This design comes from an exercise in tuning for a short achievable clock period and few clock cycles on the open sky130 flow, not from production work. The RTL was checked by simulation tests, not by an equivalence proof against the original design. Power figures rest on the tool's default switching activity, not on a simulated workload.

[flow/design.v]
module vm16_core (
  input  wire         clk,
  input  wire         rst,         
  input  wire         start,       
  output wire         done,        
  output reg  [2:0]   err,         
  output wire [191:0] regs,        
  output reg          mem_req,
  output reg          mem_we,
  output reg  [15:0]  mem_addr,
  output reg  [15:0]  mem_wdata,
  input  wire         mem_ready,
  input  wire [15:0]  mem_rdata
);
  localparam [2:0] E_OK    = 3'd0;
  localparam [2:0] E_MEM   = 3'd3;    
  localparam [2:0] E_OPC   = 3'd4;    
  localparam [2:0] E_SOVF  = 3'd5;    
  localparam [2:0] E_SUNF  = 3'd6;    
  localparam [1:0] P_EX   = 2'd0;     
  localparam [1:0] P_X1   = 2'd1;     
  localparam [1:0] P_STK  = 2'd2;     
  localparam [1:0] P_FIN  = 2'd3;     
  localparam [1:0] X_ST   = 2'd0;     
  localparam [1:0] X_LD   = 2'd1;     
  localparam [1:0] X_PUSH = 2'd2;
  localparam [1:0] X_POP  = 2'd3;
  localparam integer QN = 8;          
  reg [191:0]    rf;                  
  reg [15:0]     fbc;                 
  reg [1:0]      ph;
  reg [1:0]      xk;                  
  reg            scall;               
  reg            busy;                
  reg            done_r;
  reg [3:0]      k;                   
  reg [3:0]      dreg;                
  reg [15:0]     val;                 
  reg [15:0]     fsz;                 
  reg [15:0]     nargs;               
  reg            pv;                  
  reg            pr;                  
  reg            pj;                  
  reg [8*QN-1:0] q;                   
  reg [4*QN-1:0] qm;                  
  reg [3*QN-1:0] qi;                  
  reg [3:0]      qn;                  
  reg [15:0]     fa;                  
  assign regs = rf;
  assign done = done_r;
  function automatic [3:0] mod12(input [7:0] b);
    reg [7:0] m;
    begin
      m = b % 8'd12;
      mod12 = m[3:0];
    end
  endfunction
  wire [15:0] pc  = rf[15:0];
  wire [15:0] acc = rf[31:16];
  wire [15:0] sp  = rf[175:160];
  wire [15:0] fp  = rf[191:176];
  wire [7:0] op = q[7:0];
  wire [7:0] b1 = q[15:8];
  wire [7:0] b2 = q[23:16];
  wire [7:0] b3 = q[31:24];
  wire [7:0] b4 = q[39:32];
  wire [3:0] m1 = qm[7:4];
  wire [3:0] m2 = qm[11:8];
  wire [3:0] m3 = qm[15:12];
  wire o_movlr = (op == 8'h10);
  wire o_movrr = (op == 8'h11);
  wire o_movrm = (op == 8'h12);
  wire o_movmr = (op == 8'h13);
  wire o_add   = (op == 8'h14);
  wire o_jne   = (op == 8'h15);
  wire o_pushl = (op == 8'h16);
  wire o_pushr = (op == 8'h17);
  wire o_pop   = (op == 8'h18);
  wire o_calll = (op == 8'h19);
  wire o_callr = (op == 8'h1A);
  wire o_ret   = (op == 8'h1B);
  wire o_valid = (op[7:4] == 4'h1) && (op[3:0] <= 4'hB);
  function automatic [2:0] oplen(input [7:0] b);
    begin
      case (b[3:0])
        4'h0, 4'h2, 4'h3: oplen = 3'd4;
        4'h1, 4'h4, 4'h6, 4'h9: oplen = 3'd3;
        4'h5: oplen = 3'd5;
        4'h7, 4'h8, 4'hA: oplen = 3'd2;
        default: oplen = 3'd1;
      endcase
    end
  endfunction
  wire [2:0] ilen = qi[2:0];
  wire [2:0] e0 = (o_movlr || o_movmr || o_jne || o_pushl || o_calll) ? 3'd3 : 3'd2;
  reg  [15:0] pc1, pc2, pc3, pc4, pc5;
  reg [15:0] pcl;
  always @(*) begin
    case (ilen)
      3'd1: pcl = pc1;
      3'd2: pcl = pc2;
      3'd3: pcl = pc3;
      3'd4: pcl = pc4;
      default: pcl = pc5;
    endcase
  end
  function automatic [15:0] add16(input [15:0] a, input [15:0] b);
    reg [15:0] g, p, g1, p1;
    integer s, j;
    begin
      g = a & b;
      p = a ^ b;
      for (s = 1; s < 16; s = s * 2) begin
        g1 = g; p1 = p;
        for (j = 0; j < 16; j = j + 1)
          if (j >= s) begin
            g1[j] = g[j] | (p[j] & g[j-s]);
            p1[j] = p[j] & p[j-s];
          end
        g = g1; p = p1;
      end
      add16 = (a ^ b) ^ {g[14:0], 1'b0};
    end
  endfunction
  function automatic [15:0] rdx(input [3:0] i, input [191:0] r, input [15:0] ip);
    begin
      case (i)
        4'd0:  rdx = ip;
        4'd1:  rdx = r[31:16];
        4'd2:  rdx = r[47:32];
        4'd3:  rdx = r[63:48];
        4'd4:  rdx = r[79:64];
        4'd5:  rdx = r[95:80];
        4'd6:  rdx = r[111:96];
        4'd7:  rdx = r[127:112];
        4'd8:  rdx = r[143:128];
        4'd9:  rdx = r[159:144];
        4'd10: rdx = r[175:160];
        default: rdx = r[191:176];
      endcase
    end
  endfunction
  wire [15:0] rd1a = rdx(m1, rf, pc3);    
  wire [15:0] rd2a = rdx(m2, rf, pc3);
  wire [15:0] rd1b = rdx(m1, rf, pc2);    
  wire [15:0] lit = {b1, b2};
  wire [15:0] imm2 = {b3, b4};
  wire [15:0] addr_rm = {b2, b3};
  reg  pc_ffff;                       
  wire fa_end  = (fa == 16'hFFFF);
  wire have    = (qn >= {1'b0, ilen});
  wire ex_rdy  = pc_ffff || ((qn != 4'd0) && (!o_valid || have || fa_end));
  wire jne_tk  = (acc != lit);
  wire [15:0] ptr = (qn < {1'b0, e0}) ? pc1 : (e0 == 3'd3) ? pc3 : pc2;
  reg  sp_lt2, sp_lt4, sp_ffff, sp_hi, sp2_hi, fp_hi;
  wire [15:0] sp_p2 = sp + 16'd2;
  wire [15:0] sp_p4 = sp + 16'd4;
  wire [15:0] sp_m2 = sp - 16'd2;
  wire act = busy || start;
  localparam integer FD = 4;
  reg [FD-1:0]     fc_v;
  reg [16*FD-1:0]  fc_t;              
  reg [160*FD-1:0] fc_d;
  wire [15:0]  fc_w0 = fc_d[15:0];
  reg          fc_hit;                
  reg  [15:0]  fp20, fp22;            
  wire         fp20_hi = (fp >= 16'hFFE9);    
  wire xfer    = pv && mem_ready;                  
  wire fetched = !pv && !pr && !pj && mem_req && mem_ready;    
  reg  [12:0] wb_lo, wb_hi;
  wire w_hit = (mem_addr[15:3] == wb_lo) || (mem_addr[15:3] == wb_hi);
  function automatic [15:0] pushv(input [3:0] j, input [191:0] r, input [15:0] f);
    begin
      case (j)
        4'd0: pushv = r[47:32];
        4'd1: pushv = r[63:48];
        4'd2: pushv = r[79:64];
        4'd3: pushv = r[95:80];
        4'd4: pushv = r[111:96];
        4'd5: pushv = r[127:112];
        4'd6: pushv = r[143:128];
        4'd7: pushv = r[159:144];
        4'd8: pushv = r[15:0];
        default: pushv = f + 16'd2;
      endcase
    end
  endfunction
  localparam integer BE = 16;
  reg [BE-1:0]    bv;
  reg [16*BE-1:0] bt;                 
  reg [64*BE-1:0] bd;                 
  reg [32*BE-1:0] bm;                 
  reg [24*BE-1:0] bi;                 
  reg [13*BE-1:0] bl, bh;             
  wire [15:0] bt_T = (ph == P_STK) ? val : o_ret ? fc_d[31:16] : imm2;
  wire [3:0]  bt_ix = bt_T[3:0] ^ bt_T[7:4] ^ bt_T[11:8] ^ bt_T[15:12];
  reg  [3:0]  bt_ixr;                 
  reg  [BE-1:0] b_inv;
  reg  [15:0] bt_te;
  reg  [63:0] bt_de;
  reg  [31:0] bt_me;
  reg  [23:0] bt_ie;
  reg         bt_ve;
  always @(*) begin
    for (i = 0; i < BE; i = i + 1)
      b_inv[i] = pv && mem_we && mem_ready && bv[i] &&
                 ((mem_addr[15:3] == bl[13*i +: 13]) || (mem_addr[15:3] == bh[13*i +: 13]));
    bt_ve = 1'b0;
    bt_te = 16'd0;
    bt_de = 64'd0;
    bt_me = 32'd0;
    bt_ie = 24'd0;
    for (i = 0; i < BE; i = i + 1)
      if (bt_ixr == i) begin
        bt_ve = bv[i] && !b_inv[i];
        bt_te = bt[16*i +: 16];
        bt_de = bd[64*i +: 64];
        bt_me = bm[32*i +: 32];
        bt_ie = bi[24*i +: 24];
      end
  end
  wire bt_hit  = bt_ve && (bt_te == bt_T);
  wire [15:0] bt_T8 = bt_T + 16'd8;
  reg [191:0]    rf_n;
  reg [15:0]     fbc_n, val_n, fsz_n, nargs_n;
  reg [1:0]      ph_n, xk_n;
  reg            scall_n;
  reg [2:0]      err_n;
  reg [3:0]      k_n, dreg_n;
  reg            pv_n, pwe_n;         
  reg [15:0]     pa_n, pd_n;
  reg            commit;              
  reg            flush;               
  reg            jflush;              
  reg            bt_try;              
  reg            fin;                 
  reg            fc_push, fc_pop;
  reg [3:0]      pcsel;               
  reg [1:0]      sp_mv;               
  reg            fp_mv;               
  wire [17:0] sp_2n   = {2'b00, sp} + {1'b0, nargs, 1'b0};
  wire        n_fits  = (sp_2n <= 18'h0FFFE);
  wire [15:0] sp_stop = sp[0] ? 16'hFFFD : 16'hFFFE;
  wire [15:0] fbc_stop = fbc + sp + (sp[0] ? 16'd3 : 16'd2);    
  wire [15:0] fbc_2n  = fbc - {nargs[14:0], 1'b0};
  wire [16:0] fp_sum  = {1'b0, fp} + {1'b0, fsz};
  integer i;
  always @(*) begin
    rf_n    = rf;
    fbc_n   = fbc;
    val_n   = val;
    fsz_n   = fsz;
    nargs_n = nargs;
    ph_n    = ph;
    xk_n    = xk;
    scall_n = scall;
    k_n     = k;
    dreg_n  = dreg;
    err_n   = err;
    pv_n    = pv;
    pwe_n   = mem_we;
    pa_n    = mem_addr;
    pd_n    = mem_wdata;
    commit  = 1'b0;
    flush   = 1'b0;
    jflush  = 1'b0;
    bt_try  = 1'b0;
    fin     = 1'b0;
    fc_push = 1'b0;
    fc_pop  = 1'b0;
    sp_mv   = 2'd0;
    pcsel   = 4'd0;
    fp_mv   = 1'b0;
    if (act) begin
      case (ph)
        P_EX: if (ex_rdy) begin
          if (pc_ffff) begin
            err_n = E_MEM; fin = 1'b1; flush = 1'b1;
          end else if (!o_valid) begin
            err_n = E_OPC; fin = 1'b1;
          end else if (!have) begin
            rf_n[15:0] = ptr; pcsel = 4'd1;
            err_n = E_MEM; fin = 1'b1; flush = 1'b1;
          end else begin
            err_n = E_OK;
            commit = 1'b1;
            rf_n[15:0] = pcl; pcsel = 4'd2;
            case (1'b1)
              o_movlr: begin
                for (i = 0; i < 12; i = i + 1) if (m3 == i) rf_n[16*i +: 16] = lit; if (m3 == 4'd0) pcsel = 4'd3; if (m3 == 4'd10) sp_mv = 2'd3; if (m3 == 4'd11) fp_mv = 1'b1;
                fin = 1'b1;
                if (m3 == 4'd0) flush = 1'b1;
              end
              o_movrr: begin
                for (i = 0; i < 12; i = i + 1) if (m2 == i) rf_n[16*i +: 16] = rd1a; if (m2 == 4'd0) pcsel = 4'd4; if (m2 == 4'd10) sp_mv = 2'd3; if (m2 == 4'd11) fp_mv = 1'b1;
                fin = 1'b1;
                if (m2 == 4'd0) flush = 1'b1;
              end
              o_movrm: begin
                if (addr_rm == 16'hFFFF) begin
                  err_n = E_MEM; fin = 1'b1; flush = 1'b1;
                end else begin
                  pv_n = 1'b1; pwe_n = 1'b1; pa_n = addr_rm; pd_n = rd1b;
                  xk_n = X_ST; ph_n = P_X1;
                end
              end
              o_movmr: begin
                if (lit == 16'hFFFF) begin
                  err_n = E_MEM; fin = 1'b1; flush = 1'b1;
                end else if (pr) begin
                  if (mem_ready) begin
                    for (i = 0; i < 12; i = i + 1) if (m3 == i) rf_n[16*i +: 16] = mem_rdata; if (m3 == 4'd0) pcsel = 4'd5; if (m3 == 4'd10) sp_mv = 2'd3; if (m3 == 4'd11) fp_mv = 1'b1;
                    fin = 1'b1;
                    if (m3 == 4'd0) flush = 1'b1;
                  end else begin
                    commit = 1'b0; rf_n[15:0] = pc; pcsel = 4'd0;
                  end
                end else begin
                  pv_n = 1'b1; pwe_n = 1'b0; pa_n = lit;
                  dreg_n = m3; xk_n = X_LD; ph_n = P_X1;
                end
              end
              o_add: begin
                rf_n[31:16] = add16(rd1a, rd2a);
                fin = 1'b1;
              end
              o_jne: begin
                if (jne_tk) begin
                  rf_n[15:0] = imm2; pcsel = 4'd6;
                  bt_try = 1'b1;
                  if (pj) jflush = 1'b1;
                  else    flush = 1'b1;
                end
                fin = 1'b1;
              end
              o_pushl, o_pushr, o_calll, o_callr: begin
                if (sp_lt2) begin
                  err_n = E_SOVF; fin = 1'b1; flush = 1'b1;
                end else if (sp_ffff) begin
                  err_n = E_MEM; fin = 1'b1; flush = 1'b1;
                end else begin
                  pv_n = 1'b1; pwe_n = 1'b1; pa_n = sp;
                  pd_n = o_pushl ? lit : o_pushr ? rd1b : rf[47:32];
                  val_n = o_calll ? lit : rd1b;
                  xk_n = X_PUSH;
                  k_n = 4'd0;
                  scall_n = 1'b1;
                  ph_n = (o_calll || o_callr) ? P_STK : P_X1;
                end
              end
              o_pop: begin
                if (sp_hi) begin
                  err_n = E_SUNF; fin = 1'b1; flush = 1'b1;
                end else if (pr) begin
                  if (mem_ready) begin
                    rf_n[175:160] = sp_p2; sp_mv = 2'd1;
                    fbc_n = fbc - 16'd2;
                    for (i = 0; i < 12; i = i + 1) if (m1 == i) rf_n[16*i +: 16] = mem_rdata; if (m1 == 4'd0) pcsel = 4'd5; if (m1 == 4'd10) sp_mv = 2'd3; if (m1 == 4'd11) fp_mv = 1'b1;
                    fin = 1'b1;
                    if (m1 == 4'd0) flush = 1'b1;
                  end else begin
                    commit = 1'b0; rf_n[15:0] = pc; pcsel = 4'd0;
                  end
                end else begin
                  pv_n = 1'b1; pwe_n = 1'b0; pa_n = sp_p2;
                  dreg_n = m1; xk_n = X_POP; ph_n = P_X1;
                end
              end
              default: begin    
                scall_n = 1'b0;
                fc_pop = 1'b1;
                if (fc_hit) begin
                  rf_n[15:0] = fc_d[31:16]; pcsel = 4'd7;
                  for (i = 1; i <= 8; i = i + 1) rf_n[16*(i+1) +: 16] = fc_d[16*(10-i) +: 16];
                  fsz_n = fc_w0;
                  rf_n[175:160] = fp20; sp_mv = 2'd3;
                  fbc_n = fc_w0 - 16'd20;
                  flush = 1'b1;
                  if (fp20_hi) begin
                    err_n = E_SUNF; fin = 1'b1;
                  end else if (pr) begin
                    if (mem_ready) begin
                      rf_n[175:160] = fp22; sp_mv = 2'd3;
                      fbc_n = fc_w0 - 16'd22;
                      nargs_n = mem_rdata;
                      ph_n = P_FIN;
                      bt_try = 1'b1;
                    end else begin
                      rf_n = rf; pcsel = 4'd0; fbc_n = fbc; fsz_n = fsz; commit = 1'b0;
                      flush = 1'b0; fc_pop = 1'b0;
                    end
                  end else begin
                    pv_n = 1'b1; pwe_n = 1'b0; pa_n = fp22;
                    k_n = 4'd10; ph_n = P_STK;
                    bt_try = 1'b1;
                  end
                end else begin
                  rf_n[175:160] = fp; sp_mv = 2'd3;
                  if (fp_hi) begin
                    err_n = E_SUNF; fin = 1'b1; flush = 1'b1;
                  end else begin
                    pv_n = 1'b1; pwe_n = 1'b0; pa_n = fp + 16'd2;
                    k_n = 4'd0; ph_n = P_STK;
                  end
                end
              end
            endcase
          end
        end
        P_X1: if (mem_ready) begin
          pv_n = 1'b0;
          fin = 1'b1;
          case (xk)
            X_ST: if (w_hit) flush = 1'b1;
            X_LD: begin
              for (i = 0; i < 12; i = i + 1) if (dreg == i) rf_n[16*i +: 16] = mem_rdata; if (dreg == 4'd0) pcsel = 4'd5; if (dreg == 4'd10) sp_mv = 2'd3; if (dreg == 4'd11) fp_mv = 1'b1;
              if (dreg == 4'd0) flush = 1'b1;
            end
            X_PUSH: begin
              rf_n[175:160] = sp_m2; sp_mv = 2'd2;
              fbc_n = fbc + 16'd2;
              if (w_hit) flush = 1'b1;
            end
            default: begin    
              rf_n[175:160] = sp_p2; sp_mv = 2'd1;
              fbc_n = fbc - 16'd2;
              for (i = 0; i < 12; i = i + 1) if (dreg == i) rf_n[16*i +: 16] = mem_rdata; if (dreg == 4'd0) pcsel = 4'd5; if (dreg == 4'd10) sp_mv = 2'd3; if (dreg == 4'd11) fp_mv = 1'b1;
              if (dreg == 4'd0) flush = 1'b1;
            end
          endcase
        end
        P_STK: if (mem_ready) begin
          if (scall) begin
            rf_n[175:160] = sp_m2; sp_mv = 2'd2;
            fbc_n = fbc + 16'd2;
            k_n = k + 4'd1;
            if (w_hit) flush = 1'b1;
            if (k == 4'd9) begin
              rf_n[191:176] = sp_m2; fp_mv = 1'b1;
              fbc_n = 16'd0;
              rf_n[15:0] = val; pcsel = 4'd8;
              pv_n = 1'b0;
              fin = 1'b1; flush = 1'b1; fc_push = 1'b1; bt_try = 1'b1;
            end else if (sp_lt4) begin
              pv_n = 1'b0;
              err_n = E_SOVF; fin = 1'b1;
            end else begin
              pa_n = sp_m2;
              pd_n = pushv(k + 4'd1, rf, fbc + 16'd2);
            end
          end else begin
            rf_n[175:160] = sp_p2; sp_mv = 2'd1;
            fbc_n = fbc - 16'd2;
            k_n = k + 4'd1;
            pa_n = sp_p4;
            case (k)
              4'd0: begin fsz_n = mem_rdata; fbc_n = mem_rdata - 16'd2; end
              4'd1: begin rf_n[15:0] = mem_rdata; pcsel = 4'd5; flush = 1'b1; end
              4'd2: rf_n[159:144] = mem_rdata;    
              4'd3: rf_n[143:128] = mem_rdata;
              4'd4: rf_n[127:112] = mem_rdata;
              4'd5: rf_n[111:96]  = mem_rdata;
              4'd6: rf_n[95:80]   = mem_rdata;
              4'd7: rf_n[79:64]   = mem_rdata;
              4'd8: rf_n[63:48]   = mem_rdata;
              4'd9: rf_n[47:32]   = mem_rdata;    
              default: begin nargs_n = mem_rdata; ph_n = P_FIN; pv_n = 1'b0; end
            endcase
            if (k != 4'd10 && sp2_hi) begin
              pv_n = 1'b0;
              err_n = E_SUNF; fin = 1'b1;
            end
          end
        end
        default: begin    
          rf_n[175:160] = n_fits ? sp_2n[15:0] : sp_stop; sp_mv = 2'd3;
          fbc_n = n_fits ? fbc_2n : fbc_stop;
          fin = 1'b1;
          if (!n_fits)              err_n = E_SUNF;
          else if (fp_sum[16])      err_n = E_MEM;
          else                      rf_n[191:176] = fp_sum[15:0]; fp_mv = 1'b1;
        end
      endcase
    end
  end
  reg [8*QN-1:0] q_n, qsh;
  reg [4*QN-1:0] qm_n;
  reg [3*QN-1:0] qi_n;
  reg [3:0]      qn_n;
  reg [15:0]     qt;                  
  wire [15:0]    qtc = commit ? (qt >> ilen) : qt;    
  reg [15:0]     fa_n;
  wire           bt_load = bt_try && bt_hit;
  reg [3:0]      qb;
  wire [3:0] fm_hi = mod12(mem_rdata[15:8]);
  wire [3:0] fm_lo = mod12(mem_rdata[7:0]);
  wire [2:0] fi_hi = oplen(mem_rdata[15:8]);
  wire [2:0] fi_lo = oplen(mem_rdata[7:0]);
  wire       f_one = (fa == 16'hFFFE);    
  always @(*) begin
    q_n  = q;
    qm_n = qm;
    qi_n = qi;
    qb   = qn;
    if (commit) begin
      q_n  = q  >> (8 * ilen);
      qm_n = qm >> (4 * ilen);
      qi_n = qi >> (3 * ilen);
      qb   = qn - {1'b0, ilen};
    end
    if (jflush) begin
      q_n[15:0] = {mem_rdata[7:0], mem_rdata[15:8]};
      qm_n[7:0] = {fm_lo, fm_hi};
      qi_n[5:0] = {fi_lo, fi_hi};
    end else begin
      for (i = 0; i < QN; i = i + 1) begin
        if (qtc[i] && !qtc[i+1]) begin q_n[8*i +: 8] = mem_rdata[15:8]; qm_n[4*i +: 4] = fm_hi; qi_n[3*i +: 3] = fi_hi; end
        if (i >= 1 && qtc[i-1] && !qtc[i]) begin q_n[8*i +: 8] = mem_rdata[7:0];  qm_n[4*i +: 4] = fm_lo; qi_n[3*i +: 3] = fi_lo; end
      end
    end
    qn_n = qb;
    fa_n = fa;
    if (jflush) begin
      qn_n = !mem_ready ? 4'd0 : (imm2 == 16'hFFFF) ? 4'd0 : (imm2 == 16'hFFFE) ? 4'd1 : 4'd2;
      fa_n = !mem_ready ? imm2 : (imm2 == 16'hFFFF) ? imm2 : (imm2 == 16'hFFFE) ? 16'hFFFF : imm2 + 16'd2;
    end else if (flush) begin
      qn_n = 4'd0;
      fa_n = rf_n[15:0];
    end else if (fetched) begin
      qn_n = qb + (f_one ? 4'd1 : 4'd2);
      fa_n = fa + (f_one ? 16'd1 : 16'd2);
    end
    qsh = q_n;
    if (bt_load) begin
      q_n  = bt_de;
      qm_n = bt_me;
      qi_n = bt_ie;
      qn_n = 4'd8;
      fa_n = bt_T8;
    end
  end
  reg        fil_on;
  reg [15:0] fil_t;
  reg [1:0]  fil_w;                   
  reg [47:0] fil_d;
  reg [23:0] fil_m;
  reg [17:0] fil_i;
  reg [3:0]  fil_ix;
  wire [15:0] fil_tm1 = fil_t - 16'd1;
  wire [15:0] fil_tp7 = fil_t + 16'd7;
  wire [15:0] f_word  = {mem_rdata[7:0], mem_rdata[15:8]};
  wire [7:0]  f_mw    = {fm_lo, fm_hi};
  wire [5:0]  f_iw    = {fi_lo, fi_hi};
  wire fil_done = fil_on && fetched && (fil_w == 2'd3);
  always @(posedge clk) begin
    if (fil_done)
      for (i = 0; i < BE; i = i + 1)
        if (fil_ix == i) begin
          bt[16*i +: 16] <= fil_t;
          bd[64*i +: 64] <= {f_word, fil_d};
          bm[32*i +: 32] <= {f_mw, fil_m};
          bi[24*i +: 24] <= {f_iw, fil_i};
          bl[13*i +: 13] <= fil_tm1[15:3];
          bh[13*i +: 13] <= fil_tp7[15:3];
        end
  end
  always @(posedge clk) begin
    if (rst) begin
      bv     <= {BE{1'b0}};
      fil_on <= 1'b0;
    end else begin
      bv <= bv & ~b_inv;
      if (fil_done)
        for (i = 0; i < BE; i = i + 1)
          if (fil_ix == i) bv[i] <= 1'b1;
      if (bt_try && !bt_hit && act) begin
        fil_on <= (bt_T[15:4] != 12'hFFF);
        fil_t  <= bt_T;
        fil_ix <= bt_ix;
        fil_w  <= (jflush && mem_ready) ? 2'd1 : 2'd0;
        fil_d[15:0] <= f_word;
        fil_m[7:0]  <= f_mw;
        fil_i[5:0]  <= f_iw;
      end else if (flush || jflush || bt_load || (pv && mem_we && mem_ready &&
                   ((mem_addr[15:3] == fil_tm1[15:3]) || (mem_addr[15:3] == fil_tp7[15:3])))) begin
        fil_on <= 1'b0;
      end else if (fil_on && fetched) begin
        fil_w <= fil_w + 2'd1;
        case (fil_w)
          2'd0: begin fil_d[15:0]  <= f_word; fil_m[7:0]   <= f_mw; fil_i[5:0]   <= f_iw; end
          2'd1: begin fil_d[31:16] <= f_word; fil_m[15:8]  <= f_mw; fil_i[11:6]  <= f_iw; end
          2'd2: begin fil_d[47:32] <= f_word; fil_m[23:16] <= f_mw; fil_i[17:12] <= f_iw; end
          default: fil_on <= 1'b0;
        endcase
      end
    end
  end
  wire             wr_now = pv && mem_we && mem_ready;
  reg [FD-1:0]     fc_v_n, fc_vk;
  reg [16*FD-1:0]  fc_t_n;
  reg [160*FD-1:0] fc_d_n;
  reg [159:0]      fc_new;
  reg [15:0]       fde;
  always @(*) begin
    for (i = 0; i < FD; i = i + 1) begin
      fde = mem_addr - fc_t[16*i +: 16];
      fc_vk[i] = fc_v[i] && !(wr_now && fde >= 16'd1 && fde <= 16'd21);
    end
    fc_new[15:0]  = mem_wdata;                  
    fc_new[31:16] = pc;
    for (i = 1; i <= 8; i = i + 1) fc_new[16*(10-i) +: 16] = rf[16*(i+1) +: 16];
    fc_v_n = fc_vk;
    fc_t_n = fc_t;
    fc_d_n = fc_d;
    if (fc_push) begin
      fc_v_n = {fc_vk[FD-2:0], 1'b1};
      fc_t_n = {fc_t[16*FD-17:0], sp_m2};
      fc_d_n = {fc_d[160*FD-161:0], fc_new};
    end else if (fc_pop) begin
      fc_v_n = {1'b0, fc_vk[FD-1:1]};
      fc_t_n = {16'd0, fc_t[16*FD-1:16]};
      fc_d_n = {160'd0, fc_d[160*FD-1:160]};
    end
  end
  wire f_ok_n = (fa_n != 16'hFFFF) && (qn_n <= QN - 2);
  wire pv_nn  = pv_n && !fin;
  wire [15:0] qge = qtc | (fetched ? (f_one ? {qtc[14:0], 1'b1} : {qtc[13:0], 2'b11}) : 16'd0);
  wire [7:0]  nop   = qsh[7:0];
  wire [15:0] nlit  = {qsh[15:8], qsh[23:16]};
  wire [15:0] nimm2 = {qsh[31:24], qsh[39:32]};
  wire [15:0] nsp   = rf_n[175:160];
  wire [15:0] nfp   = rf_n[191:176];
  wire [15:0] nfp20 = nfp + 16'd20;
  wire        n_ex  = (fin || ph_n == P_EX) && !pv_nn && !flush && !jflush;
  wire        n_ld  = (nop == 8'h13) && qge[4] && (nlit != 16'hFFFF);
  wire        nsp_ok = (sp_mv == 2'd0) || (sp_mv == 2'd1) || (sp_mv == 2'd2);
  wire [15:0] nsp_p2 = (sp_mv == 2'd1) ? sp_p4 : (sp_mv == 2'd2) ? sp : sp_p2;
  wire        nsp_hi = (sp_mv == 2'd1) ? sp2_hi : (sp_mv == 2'd2) ? (sp >= 16'hFFFF) : sp_hi;
  wire        nx_pop = (nop == 8'h18) && qge[2] && nsp_ok && !nsp_hi;
  wire        n_ret = (nop == 8'h1B) && qge[1] && !fp_mv && fc_v_n[0] && (fc_t_n[15:0] == fp) && !fp20_hi;
  wire        n_jne = (nop == 8'h15) && qge[5] && (nimm2 != 16'hFFFF);
  wire        pr_n  = n_ex && (n_ld || nx_pop || n_ret);
  wire        pj_n  = n_ex && n_jne;
  wire [15:0] pra_n = n_ld ? nlit : nx_pop ? nsp_p2 : fp22;
  always @(posedge clk) begin
    fc_t <= fc_t_n;
    fc_d <= fc_d_n;
    if (rst) fc_v <= {FD{1'b0}};
    else     fc_v <= fc_v_n;
  end
  function automatic [15:0] pcplus(input [15:0] kk);
    begin
      case (pcsel)
        4'd1: pcplus = ptr + kk;
        4'd2: pcplus = pcl + kk;
        4'd3: pcplus = lit + kk;
        4'd4: pcplus = rd1a + kk;
        4'd5: pcplus = mem_rdata + kk;
        4'd6: pcplus = imm2 + kk;
        4'd7: pcplus = fc_d[31:16] + kk;
        4'd8: pcplus = val + kk;
        default: pcplus = pc + kk;
      endcase
    end
  endfunction
  wire [15:0] pcn1 = pcplus(16'd1);
  wire [15:0] pcn2 = pcplus(16'd2);
  wire [15:0] pcn3 = pcplus(16'd3);
  wire [15:0] pcn4 = pcplus(16'd4);
  wire [15:0] pcn5 = pcplus(16'd5);
  wire [15:0] pcnm1 = pcplus(16'hFFFF);
  wire [15:0] pcn7 = pcplus(16'd7);
  always @(posedge clk) begin
    if (rst) begin
      rf        <= {16'hFFFE, 16'hFFFE, 160'd0};    
      fbc       <= 16'd0;
      pc1       <= 16'd1;
      pc2       <= 16'd2;
      pc3       <= 16'd3;
      pc4       <= 16'd4;
      pc5       <= 16'd5;
      pc_ffff   <= 1'b0;
      wb_lo     <= 13'h1FFF;
      wb_hi     <= 13'h0000;
      ph        <= P_EX;
      busy      <= 1'b0;
      done_r    <= 1'b0;
      err       <= E_OK;
      k         <= 4'd0;
      qn        <= 4'd0;
      qt        <= 16'h0001;
      fa        <= 16'd0;
      pv        <= 1'b0;
      pr        <= 1'b0;
      pj        <= 1'b0;
      mem_req   <= 1'b1;
      mem_we    <= 1'b0;
      mem_addr  <= 16'd0;
    end else begin
      rf        <= rf_n;
      pc1       <= pcn1;
      pc2       <= pcn2;
      pc3       <= pcn3;
      pc4       <= pcn4;
      pc5       <= pcn5;
      pc_ffff   <= (pcn1 == 16'd0);
      wb_lo     <= pcnm1[15:3];
      wb_hi     <= pcn7[15:3];
      fbc       <= fbc_n;
      ph        <= fin ? P_EX : ph_n;
      busy      <= act && !fin;
      done_r    <= act && fin;
      err       <= err_n;
      k         <= k_n;
      qn        <= qn_n;
      for (i = 0; i < 16; i = i + 1) qt[i] <= (qn_n >= i);
      fa        <= fa_n;
      pv        <= pv_nn;
      pr        <= pr_n;
      pj        <= pj_n && !pr_n;
      mem_req   <= pv_nn || pr_n || pj_n || f_ok_n;
      mem_we    <= pv_nn && pwe_n;
      mem_addr  <= pv_nn ? pa_n : pr_n ? pra_n : pj_n ? nimm2 : fa_n;
    end
    mem_wdata <= pd_n;
    xk    <= xk_n;
    scall <= scall_n;
    dreg  <= dreg_n;
    val   <= val_n;
    fsz   <= fsz_n;
    nargs <= nargs_n;
    q     <= q_n;
    qm    <= qm_n;
    qi    <= qi_n;
  end
  always @(posedge clk) begin
    if (rst) begin
      fc_hit <= 1'b0;
      fp20   <= 16'h0012;
      fp22   <= 16'h0014;
    end else begin
      fc_hit <= fc_v_n[0] && (fc_t_n[15:0] == rf_n[191:176]);
      fp20   <= rf_n[191:176] + 16'd20;
      fp22   <= rf_n[191:176] + 16'd22;
    end
  end
  wire [15:0] sp_nx = rf_n[175:160];
  wire [15:0] fp_nx = rf_n[191:176];
  always @(posedge clk) begin
    if (rst) begin
      sp_lt2  <= 1'b0;
      sp_lt4  <= 1'b0;
      sp_ffff <= 1'b0;
      sp_hi   <= 1'b1;                   
      sp2_hi  <= 1'b1;
      fp_hi   <= 1'b1;
    end else begin
      sp_lt2  <= (sp_nx < 16'd2);
      sp_lt4  <= (sp_nx < 16'd4);
      sp_ffff <= (sp_nx == 16'hFFFF);
      sp_hi   <= (sp_nx >= 16'hFFFD);
      sp2_hi  <= (sp_nx >= 16'hFFFB);    
      fp_hi   <= (fp_nx >= 16'hFFFD);
    end
  end
  wire [15:0] nfcpc = fc_d_n[31:16];
  wire [3:0]  ix_val = val_n[3:0] ^ val_n[7:4] ^ val_n[11:8] ^ val_n[15:12];
  wire [3:0]  ix_ret = nfcpc[3:0] ^ nfcpc[7:4] ^ nfcpc[11:8] ^ nfcpc[15:12];
  wire [3:0]  ix_jne = nimm2[3:0] ^ nimm2[7:4] ^ nimm2[11:8] ^ nimm2[15:12];
  always @(posedge clk)
    bt_ixr <= (!fin && ph_n == P_STK && scall_n) ? ix_val : (nop == 8'h1B) ? ix_ret : ix_jne;
endmodule
[flow/run.sh]
#!/bin/bash
# synth_recipe.tcl (not shown) runs the flow's synth.tcl, then flattens the netlist and writes it again
# the make line also repeats each setting of config.mk as NAME=value (left out here)
make -C /OpenROAD-flow-scripts/flow DESIGN_CONFIG=/design/flow/config.mk WORK_HOME=/design/flow/orfs CLKGATE_MAP_FILE= SYNTH_SCRIPT=/design/flow/synth_recipe.tcl finish
[flow/config.mk]
export PLATFORM = sky130hd
export DESIGN_NAME = vm16_core
export DESIGN_NICKNAME = vm16_core
export VERILOG_FILES = /design/flow/design.v
export SDC_FILE = /design/flow/constraint.sdc
export NUM_CORES = 4
export LEC_CHECK = 0
export ABC_CLOCK_PERIOD_IN_PS = 4000
export CAP_MARGIN = 20
export CORE_MARGIN = 2
export CORE_UTILIZATION = 30
export PLACE_DENSITY = 0.5
export SETUP_SLACK_MARGIN = 3.5
export SLEW_MARGIN = 20
[flow/constraint.sdc]
create_clock -name core_clock -period 8.0 [get_ports {clk}]
set_input_delay 1.6000 -clock core_clock [delete_from_list [all_inputs] [get_ports {clk}]]
set_output_delay 1.6000 -clock core_clock [all_outputs]
set_load 0.01 [all_outputs]
==> flow_summary.ini <==
[pwr]
switching_share_pct = 38.8
pwr-share-seq_pct = 35.3
p_int_mw = 39.0
clock_power_share_pct = 29.6
peakVddDrop_mv = 0.244
switching_power_mw = 24.7
powerDensity_nw_per_um2 = 272
combPwrFrac_pct = 35.1
p_leak_nw = 82.2

[yosys]
synth_edf_count = 3138
syn-cell-area_um2 = 187000
ys_seq_area_share_pct = 56.7
synth_nets = 17800
ys.flop_type = edfxtp_1
synth-seq-cells = 3731
synth.distinct_cells = 121
async_flop_share_pct = 0
yosys_warnings = 2
syn_inst = 17500
synth_area_per_cell_um2 = 10.7

[outcome]
outcome = finished clean

[critical_path]
r2r-start = rf[186]$_SDFF_PP1_
reg2regPathDepth = 19
critical_path_class = flop to flop
critPathLaunchType = flop
endpoint = mem_addr[14]$_SDFFE_PP0P_
cp.required_ns = 8.92
critPathArrivalTime_ns = 6.31
worst-path-max-fanout = 13
r2r-end = mem_addr[14]$_SDFFE_PP0P_
end_kind = flop
ff2ff_setup_slack_ns = 2.62
cp-startpoint = rf[186]$_SDFF_PP1_

[cells_and_area]
area_growth_pct = 25.3
nets = 18900
layout_commonest_cell = edfxtp_1
fillers = 61400
drive_above_1_share_pct = 20.8
mostFrequentLayoutCells = edfxtp_1, nand2_1, nor2_1

[grt]
grt_max_degree = 155
first_global_vias = 154000
grt_usage_pct = 31.3
grt_pass1_wl_um = 1380000
antenna_found_initial = 130
grt_overflow = 0

[detailed_routing]
route.met2.wl_um = 441000
finalWirelength_um = 1040000
dr.pass1.iters = 10
route.met3.wl_um = 111000
drc_errors = 0
routed_via_density = 6.08
top_layer = met5
wl_met1_um = 400000
num_vias = 167000
drt-initial-drc-count = 23500
wl_per_cell_um = 37.8
detail-route-antenna-nets = 0

[placed_design]
gp_congestion = 1.07
dp_slack_ns = 0.599
io_buffers = 249
post-dp-hpwl_um = 696000

[floorplan]
design.die.area_um2 = 630000
num_rows = 290
ios = 250
initial_core_util_pct = 30.1
die_height_um = 794
die-width_um = 794
fp.coreArea_um2 = 623000

[flow_run]
drv_cap = 0

[timing]
grt_setup_unrepaired = true
setup_viol = 0
setup_tns_ns = 0
slew_viol_final = 0
timing.fmax_ghz = 0.186
fin_ws_ns = 2.62
period_needed_ns = 5.38
finalHoldViolCount = 0
skew_ns = 0.137
period_share_pct = 67.3
timing.max_slew.rel_slack_pct = 14.1
max_slew.worst_pin.slew_ns = 1.29

[clock_tree]
clock_latency_ns = 1.12
cts.htree.levels = 5
tritoncts = done
cts_root_buf = clkbuf_16
cts_buffers = 411
clk_pin_slew_ns = 0.06
clock-sinks = 3731
cts_max_path_buffers = 4

[hold_path]
min_path_type = flop to flop
[power by group through the flow]
| stage | Clock (mW) | Combinational (mW) | Sequential (mW) |
|---|---|---|---|
| 4_1_cts | 19.0 | 20.7 | 22.4 |
| 5_1_grt | 19.8 | 22.8 | 22.4 |
| 3_5_place_dp | 0 | 19.0 | 23.0 |
| 6_report | 18.8 | 22.4 | 22.5 |
| 2_1_floorplan | 0 | 9.93 | 22.1 |
| 3_3_place_gp | 0 | 19.1 | 23.0 |
[repair_timing]
item                       in CTS  in global routing
gates cloned                   46                 13
setup endpoints to repair    1744                869
gates resized for setup      1299                721
pin swaps                     266                347
buffers inserted              519                232
hold buffers                    0                  0
[sequential cells by signal, summed over array words and instances, names as in the netlist, 18 cells and up]
name	flops
bd	1024
fc_d	640
bi	384
bt	256
bm	224
bh	208
bl	208
rf	192
fc_t	64
q	64
fil_d	48
qm	28
qi	24
fil_i	18
[cell usage after synthesis, types with 190 or more instances]
cell      instances  area (µm²)
edfxtp_1       3138       94200
nand2_1        2189        8220
nor2_1         1491        5600
o21ai_0        1415        7080
a21oi_1        1324        6630
clkbuf_1       1114        4180
dfxtp_1         593       11900
xnor2_1         519        4550
xor2_1          406        3560
nand3_1         356        1780
mux2i_1         332        3320
a22oi_1         292        2190
inv_1           278        1040
and3_1          256        1600
nor3_1          255        1280
a221oi_1        239        2090
ha_1            207        2590
buf_1           190         713
[layer usage]
metal,track usage (%),vias up
li1,-,68300
met1,39.9,84500
met2,46.7,10800
met3,8.44,2972
met4,20.3,56
met5,0,-
[worst min-delay path by stage]
| stage | end | cells past startpoint | startpoint | slack, ns |
|---|---|---|---|---|
| detailed placement | bv[5]$_SDFF_PP0_ | 2 | bv[5]$_SDFF_PP0_ | 0.45 |
| finish | bv[5]$_SDFF_PP0_ | 2 | bv[5]$_SDFF_PP0_ | 0.46 |
| floorplan | bv[5]$_SDFF_PP0_ | 2 | bv[5]$_SDFF_PP0_ | 0.43 |
| CTS | bv[5]$_SDFF_PP0_ | 2 | bv[5]$_SDFF_PP0_ | 0.46 |
| global placement | bv[5]$_SDFF_PP0_ | 2 | bv[5]$_SDFF_PP0_ | 0.45 |
| global route | qi[19]$_DFF_P_ | 2 | bi[379]$_DFFE_PP_ | 0.49 |
[final cells by class]
cell class                 instances  area, µm²  share of cell area, %
multi-input combinational      12100      82500                   35.2
antenna                           79        198                 0.0843
timing repair buffer            2091      20900                   8.93
inverter                         301       1280                  0.546
tap                             8322      10400                   4.44
clock inverter                   214       1880                  0.801
sequential                      3731     106000                   45.3
clock buffer                     540      11000                   4.70
[metrics by stage]
stage | instance area [µm²] | util [%] | hold WS (ns) | cells | total power [mW]
after floorplan | 187000 | - | 0.432 | 17500 | 32.0
after global placement | 204000 | 32.8 | 0.445 | 25800 | 42.0
after detailed placement | 204000 | 32.8 | 0.450 | 25800 | 42.0
after CTS | 229000 | 36.7 | 0.458 | 27100 | 62.2
after global routing | 234000 | 37.6 | 0.489 | 27400 | 65.0
final | 234000 | 37.7 | 0.458 | 27400 | 63.7
[cell families (layout without fill, tap and decap cells)]
family | Yosys count | in the layout | share of synthesized area [%]
AND/OR/NAND/NOR | 5428 | 5432 | 13.1
adder cells (fa/ha/maj) | 219 | 219 | 1.51
flip-flops | 3731 | 3731 | 56.7
multiplexers | 550 | 550 | 3.76
AO/OA/AOI/OAI | 5016 | 5017 | 17.2
other | 0 | 79 | 0
XOR/XNOR | 926 | 926 | 4.34
buffers and inverters | 1667 | 3146 | 3.39
[worst max-delay path, stage by stage, from the launching register on]
cell and delay [ns]:
dfxtp_1 0.30, buf_4 0.28, and3_1 0.35, nand4_1 0.14
buf_4 0.25, o211ai_1 0.21, buf_4 0.28, o221a_4 0.30
buf_4 0.15, mux2i_2 0.35, o211ai_1 0.15, a31oi_1 0.55
nand4_1 0.28, o31ai_4 0.36, buf_4 0.18, buf_12 0.12
mux2_4 0.31, a221o_1 0.40, a31oi_1 0.18, nor3_1 0.06
Testbench counts, summed over its fixed seeds: cycles 45,688.

==> what the ideal ports hide <==
In the flow no input, the clock included, has a driving cell. The finished layout below was timed again as built, in two steps. Step 1, drivers: a clkbuf_16 drives clk and a buf_2 each remaining input, both assumed. Step 2 moves the port delays by t, midway between the first and last clock arrival at a register: inputs arrive t later, outputs are due t later. That takes back most of the time a late clock gives input paths. Slacks: ideal / step 1 / step 2; pairs: ideal / step 1.
t, ns: 1.194
setup slack, ns: 2.618 / 2.618 / 1.456
cell pins on the clock port's net: 1
After both steps this run still meets setup and hold. The setup slack of this run moves by 0.000 ns with the drivers and by -1.162 ns with both steps.
